What follows belongs to an exercise in optimizing a design on an open flow for small area; a production flow would make more cautious choices. Function was checked by simulation only, so behaviour that the tests miss may differ from the original. Power and IR drop assume default switching activity.

Setup of job 5387:
Design pm_irblock, start of the top module:
module pm_irblock (
    input  wire        clk,
    input  wire        rst,           
    input  wire        op_valid,
    input  wire [63:0] op_word,
    output reg         ev_frame,
    output wire [7:0]  frame_addr,
    output wire [7:0]  frame_cmd,
    output wire [7:0]  frame_flags,
    output reg         ev_adc_soc,
    output reg         ev_read,
    output reg  [31:0] read_data,
    output wire        sensor_pwr,
    output wire        cha_active,
    output wire        chb_active,
    output wire        adc_enable,
    output wire        rx_ready,
    output wire        twk_ready
);
Size in the first run: ~1200 cells after synthesis, about 130 I/O pins, about 10000 um2 of cells after synthesis.
export LEC_CHECK = 0
export CAP_MARGIN = 0
export CORE_MARGIN = 2
export CORE_UTILIZATION = 70
export SLEW_MARGIN = 0
create_clock -name core_clock -period 10.0 [get_ports {clk}]
standard.sh (not shown) runs the stock make flow with config.mk's settings and CLKGATE_MAP_FILE= SYNTH_SCRIPT=/design/flow/synth_recipe.tcl, a recipe that flattens the netlist after the stock synthesis.
==> flow/flow/run.sh <==
#!/bin/bash
# Own layout flow: the standard synthesis, then an area re-mapping of
# the logic between the (unchanged) registers, then the standard
# layout with small port buffers and a clock tree of small buffers.
set -euo pipefail
W=$(pwd)
R=$W/orfs/results/$FLOW_PLATFORM/pm_irblock/base
LIB=$FLOW_HOME/platforms/$FLOW_PLATFORM/lib/sky130_fd_sc_hd__tt_025C_1v80.lib
YOSYS=${YOSYS_EXE:-yosys}

bash standard.sh synth > $W/synth.log 2>&1
cp $R/1_2_yosys.v $W/standard_synth.v

# Re-map with eight ABC scripts (four at a time); keep the smallest netlist.
for batch in "0 1 2 3" "4 5 6 7"; do
  for i in $batch; do
    ( LIB=$LIB IN=$W/standard_synth.v OUT=$W/remap$i.v SCRIPT=$W/flow/remap$i.abc TOP=$FLOW_TOP \
        timeout 900 $YOSYS -c $W/flow/remap.tcl > $W/remap$i.log 2>&1 || true ) &
  done
  wait
done
best=""; best_area=""
for i in 0 1 2 3 4 5 6 7; do
  if [[ -s $W/remap$i.v && -s $W/remap$i.v.stat ]]; then
    a=$(awk '/Chip area/ {print $NF}' $W/remap$i.v.stat)
    echo "remap$i area $a" >> $W/remap_choice.log
    if [[ -z "$best" ]] || awk -v a="$a" -v b="$best_area" 'BEGIN{exit !(a<b)}'; then
      best=$i; best_area=$a
    fi
  fi
done
if [[ -n "$best" ]]; then
  echo "chosen remap$best ($best_area)" >> $W/remap_choice.log
  cp $W/remap$best.v $R/1_2_yosys.v
  rm -f $R/1_synth.odb $R/1_synth.sdc
else
  echo "no remap; standard netlist kept" >> $W/remap_choice.log
fi

export BUFFER_PORTS_ARGS="-buffer_cell sky130_fd_sc_hd__buf_1"
export CTS_ARGS="-sink_clustering_enable -repair_clock_nets -dont_use_dummy_load -buf_list sky130_fd_sc_hd__clkbuf_4 -sink_clustering_size 8 -sink_clustering_max_diameter 60"
bash standard.sh > $W/layout.log 2>&1
Other scripts of this flow, unchanged in this note and not shown: flow/flow/remap.tcl, flow/flow/remap0.abc, flow/flow/remap1.abc, flow/flow/remap2.abc, flow/flow/remap3.abc, flow/flow/remap4.abc, flow/flow/remap5.abc, flow/flow/remap6.abc, flow/flow/remap7.abc
diff inputs: job 5387 => job 4140
Settings: CORE_UTILIZATION now 60, was 70; CAP_MARGIN now 20, was 0; SLEW_MARGIN now 20, was 0.
## What came out
Sort job 5387 and job 4140 by non-clock buffer count, ascending, and job 5387 comes first.
Diff job 5387 -> job 4140 | die area | up by more than 10%
In the metrics for job 5387 and job 4140, the one carrying the lower setup slack is job 5387.
Summary of the comparison: wire length of the first global-routing pass is lower in job 4140, relative to job 5387.
Compared with job 5387, job 4140 shows critical path depth that has gone up by a few percent.
Diff job 5387 -> job 4140: leakage component of the power now sits higher, final clock period utilization by the worst path went down.
> inputs changed (job 4140 -> job 5109)
Settings: changing CORE_UTILIZATION from 60 to 80; changing CAP_MARGIN from 20 to 5; changing SLEW_MARGIN from 20 to 5.
Results
- The run showing the greater via count is job 5109.
- Job 5109 vs. job 4140: post-cts gate resize count has remained practically unchanged, power in combinational cells has remained practically unchanged.
- When job 5109 is measured against job 4140, its instance area at placement turns out 91 um2 lower.
- Compared with job 4140, job 5109 shows non-filler instance count after layout that has gone down by a few percent.
- The worst setup slack number comes out higher for job 5109 vs job 4140.
The following lists how job 4215 was set up differently from job 5109:
Settings: changing CORE_UTILIZATION from 80 to 70.
### Flow results
- In terms of layout sequential cell count, job 5109 and job 4215 differ only marginally.
- Relative to job 5109, cell count has gone up in job 4215.
- Job 4215 went all the way through the flow, and no timing, DRC or antenna check failed.
- Re area overhead of the layout relative to synthesis: job 5109 and job 4215 aren't equal, and the higher value belongs to job 4215.

port drivers added, routing unchanged:
The flow's constraints put no driver on any port. The routed layouts listed below were extracted and timed again, unchanged, in two steps. Step 1 sets driving cells, clkbuf_16 on the clock port and buf_2 on the other inputs (assumed; they add their load-dependent delay and slew). Step 2, shift: input delay + t, output delay - t, t = (earliest + latest rising clock arrival at the registers) / 2. This alone moves slack from input paths to output paths. Three values: no drivers, after step 1, after step 2; two values: the first two.
run | t, ns | setup WS [ns] | slew at the worst register clock pin (ns) | worst slew at a driven data input, ns
job 5387 | 0.720 | 1.506 / 1.526 / 0.806 | 0.11 / 0.11 | 0.04
job 4140 | 0.739 | 1.836 / 1.853 / 1.114 | 0.11 / 0.11 | 0.04
job 5109 | 0.738 | 1.865 / 1.886 / 1.148 | 0.11 / 0.11 | 0.05
job 4215 | 0.720 | 1.506 / 1.526 / 0.806 | 0.11 / 0.11 | 0.04
After both steps every run listed still meets setup and hold. The setup slack of job 4140, which loses most, moves by +0.017 ns with the drivers and by -0.722 ns with both steps.
